This is an optimization exercise on Yosys and OpenROAD, whose aim is small area, a short achievable clock period and few clock cycles per item, not a production implementation.
At most, simulation tests tie the RTL to the original design; equivalence was not proved. No driver is modelled on the clock port, so clocking that relies on it looks cheaper here than on a real chip.

## grad_stream
module grad_stream (
    input  wire       clk,
    input  wire       rst,
    input  wire       in_valid,
    output wire       in_ready,
    input  wire       in_sof,
    input  wire [6:0] in_width,
    input  wire [1:0] in_preset,
    input  wire [7:0] in_pix,
    output reg        out_valid,
    input  wire       out_ready,
    output reg  [7:0] out_mag
);
    localparam QD = 4;      
    reg       rdy;
    reg       acc_r;
    reg       sof_r;
    reg [7:0] pix_r;
    reg [6:0] wreg;        
    reg [1:0] preg;        
    assign in_ready = rdy;
    always @(posedge clk) begin
        acc_r <= in_valid && rdy && !rst;
        sof_r <= in_sof;
        pix_r <= in_pix;
        if (in_valid && rdy && in_sof) begin
            wreg <= in_width;
            preg <= in_preset;
        end
    end
    reg [6:0] xn;          
    reg [1:0] y;           
    wire eo = (preg != 2'd3);                     
    wire sb = (preg != 2'd2) && (preg != 2'd3);   
    wire last     = !sof_r && (xn == wreg);
    wire interior = !sof_r && (y == 2'd2) && (xn >= 7'd3);
    wire       use30 = (wreg >= 7'd33);
    wire [6:0] vrest = wreg - (use30 ? 7'd33 : 7'd3);
    wire [5:0] seg   = {use30, vrest[4:0]};
    always @(posedge clk) begin
        if (acc_r) begin
            if (sof_r) begin
                xn <= 7'd2;
                y  <= 2'd0;
            end else if (last) begin
                xn <= 7'd1;
                if (y != 2'd2) y <= y + 2'd1;
            end else
                xn <= xn + 7'd1;
        end
    end
    reg [8*1-1:0]  a1,  b1;
    reg [8*2-1:0]  a2,  b2;
    reg [8*4-1:0]  a4,  b4;
    reg [8*8-1:0]  a8,  b8;
    reg [8*16-1:0] a16, b16;
    reg [8*30-1:0] a30, b30;
    reg [7:0]      ah,  bh;      
    reg [8*2-1:0]  af,  bf;      
    wire [7:0] ain  = pix_r;
    wire [7:0] a1o  = seg[0] ? a1[7:0]     : ah;
    wire [7:0] a2o  = seg[1] ? a2[15:8]    : a1o;
    wire [7:0] a4o  = seg[2] ? a4[31:24]   : a2o;
    wire [7:0] a8o  = seg[3] ? a8[63:56]   : a4o;
  ...
export LEC_CHECK = 0
export ABC_AREA = 1
export CAP_MARGIN = 20
export CORE_MARGIN = 2
export CORE_UTILIZATION = 65
export SLEW_MARGIN = 20
create_clock -name core_clock -period 30.0 [get_ports {clk}]
standard.sh (not shown) runs the stock make flow with config.mk's settings and CLKGATE_MAP_FILE= SYNTH_SCRIPT=/design/flow/synth_recipe.tcl, a recipe that flattens the netlist after the stock synthesis.
==> flow/flow/run.sh <==
#!/bin/bash
# Layout: the standard flow (standard.sh, which runs the standard
# synthesis unchanged), with two changes to how the layout is made:
#  - the port buffers are sky130_fd_sc_hd__buf_2 (buffer_ports otherwise
#    picks a slow delay cell); every input and output port still gets one;
#  - clock tree synthesis clusters up to 30 sinks per leaf buffer, uses
#    clkbuf_8/clkbuf_16 and no dummy loads, which needs far fewer clock
#    buffers; the tree stays balanced (no skew is added on purpose).
# The clock, its period and the I/O constraints are the standard flow's, unchanged.
# standard.sh's output is kept in standard.log and the tools' own logs are
# copied to flow_logs/.
set -uo pipefail
export BUFFER_PORTS_ARGS="-buffer_cell sky130_fd_sc_hd__buf_2"
export CTS_ARGS="-sink_clustering_enable -repair_clock_nets -sink_clustering_size 30 -sink_clustering_max_diameter 120 -dont_use_dummy_load -buf_list {sky130_fd_sc_hd__clkbuf_8 sky130_fd_sc_hd__clkbuf_16}"
bash standard.sh > standard.log 2>&1
st=$?
cp -r orfs/logs flow_logs 2>/dev/null || true
exit $st
Edit:
--- a/flow/design.v
+++ b/flow/design.v
@@ -305,49 +305,49 @@
         assign rem_w[n+1]  = {{(8-n){1'b0}}, nr};
         assign root_w[n+1] = {qin[6:0], ok};
     end endgenerate
     always @(posedge clk) begin
         sat2  <= big1 || sq_c[16];
         root2 <= root_w[CUT][CUT-1:0];
         rem2  <= rem_w[CUT][CUT:0];
         low2  <= sq_c[2*(8-CUT)-1:0];
     end
     reg [7:0] q [0:QD-1];
-    reg [1:0] wp, rp;       
-    reg [2:0] qn;           
-    reg [2:0] nout;         
-    wire qe    = (qn == 3'd0);
+    reg [2:0] wp, rp;
+    reg [3:0] qn;           
+    reg [3:0] nout;         
+    wire qe    = (qn == 4'd0);
     wire ofree = !out_valid || out_ready;
     wire push  = pv2 && !(ofree && qe);       
     wire [7:0] mag_c = sat2 ? 8'd255 : root_w[8];
     always @(posedge clk) begin
         if (pv2) q[wp] <= mag_c;
         if (ofree && (!qe || pv2)) out_mag <= qe ? mag_c : q[rp];
     end
-    wire [2:0] nb  = nout - {2'd0, acc_r && !interior};
-    wire [2:0] nbp = nb + 3'd1;
-    wire [2:0] nbm = nb - 3'd1;
+    wire [3:0] nb  = nout - {3'd0, acc_r && !interior};
+    wire [3:0] nbp = nb + 4'd1;
+    wire [3:0] nbm = nb - 4'd1;
     wire       inc = in_valid && rdy;
     wire       dec = out_valid && out_ready;
-    wire [2:0] nnext = inc ? (dec ? nb : nbp) : (dec ? nbm : nb);
+    wire [3:0] nnext = inc ? (dec ? nb : nbp) : (dec ? nbm : nb);
     wire       rnext = inc ? (dec ? (nb <= QD) : (nbp <= QD)) : (dec ? (nbm <= QD) : (nb <= QD));
-    wire [2:0] qn_free = qe ? 3'd0 : qn - 3'd1 + {2'd0, pv2};
-    wire [2:0] qn_hold = qn + {2'd0, pv2};
+    wire [3:0] qn_free = qe ? 4'd0 : qn - 4'd1 + {3'd0, pv2};
+    wire [3:0] qn_hold = qn + {3'd0, pv2};
     always @(posedge clk) begin
         if (rst) begin
             pv1 <= 1'b0; pv2 <= 1'b0;
-            wp <= 2'd0; rp <= 2'd0; qn <= 3'd0;
+            wp <= 3'd0; rp <= 3'd0; qn <= 4'd0;
             out_valid <= 1'b0;
-            nout <= 3'd0;
+            nout <= 4'd0;
             rdy <= 1'b1;
         end else begin
             pv1 <= acc_r && interior;
             pv2 <= pv1;
-            if (push)  wp <= wp + 2'd1;
-            if (ofree && !qe) rp <= rp + 2'd1;
+            if (push)  wp <= (wp == QD - 1) ? 3'd0 : wp + 3'd1;
+            if (ofree && !qe) rp <= (rp == QD - 1) ? 3'd0 : rp + 3'd1;
             qn <= ofree ? qn_free : qn_hold;
             out_valid <= ofree ? (!qe || pv2) : 1'b1;
             nout <= nnext;
             rdy  <= rnext;
         end
     end
 endmodule
What happened:
- maximum frequency came out higher by 2.6%
- cell count barely changes
- worst setup slack gets better by 190 ps
- final area goes up by 0.46%
Testbench counts after the change, summed over its fixed seeds: cycles 48,030, items 48,000.
For the first run of this note, only the layout was checked, not whether the RTL still works.

## port drivers added, routing unchanged
How much do the figures lean on ideal ports? The routed layouts below were timed once more, with nothing changed but the port constraints. Step 1 (the two cells are an assumption about what drives the block):
set clk [get_ports {clk}]
set_driving_cell -lib_cell sky130_fd_sc_hd__clkbuf_16 $clk
set_driving_cell -lib_cell sky130_fd_sc_hd__buf_2 [delete_from_list [all_inputs] $clk]
Step 2 times the ports against the registers' clock, not the clock port: input delays grow and output delays shrink by t, the midpoint of the rising clock arrivals with the driver on. Three values: ideal, step 1, step 2; two values: the first two.
| run | t (ns) | setup WS [ns] | worst setup path at the end |
|---|---|---|---|
| the first run | 0.655 | 22.705 / 22.705 / 22.662 | input to register |
| the second run | 0.655 | 22.892 / 22.827 / 22.646 | input to register |
After both steps setup and hold are still met in every run listed. For the second run, which loses most, drivers alone change the setup slack by -0.065 ns; drivers and shift together by -0.246 ns.
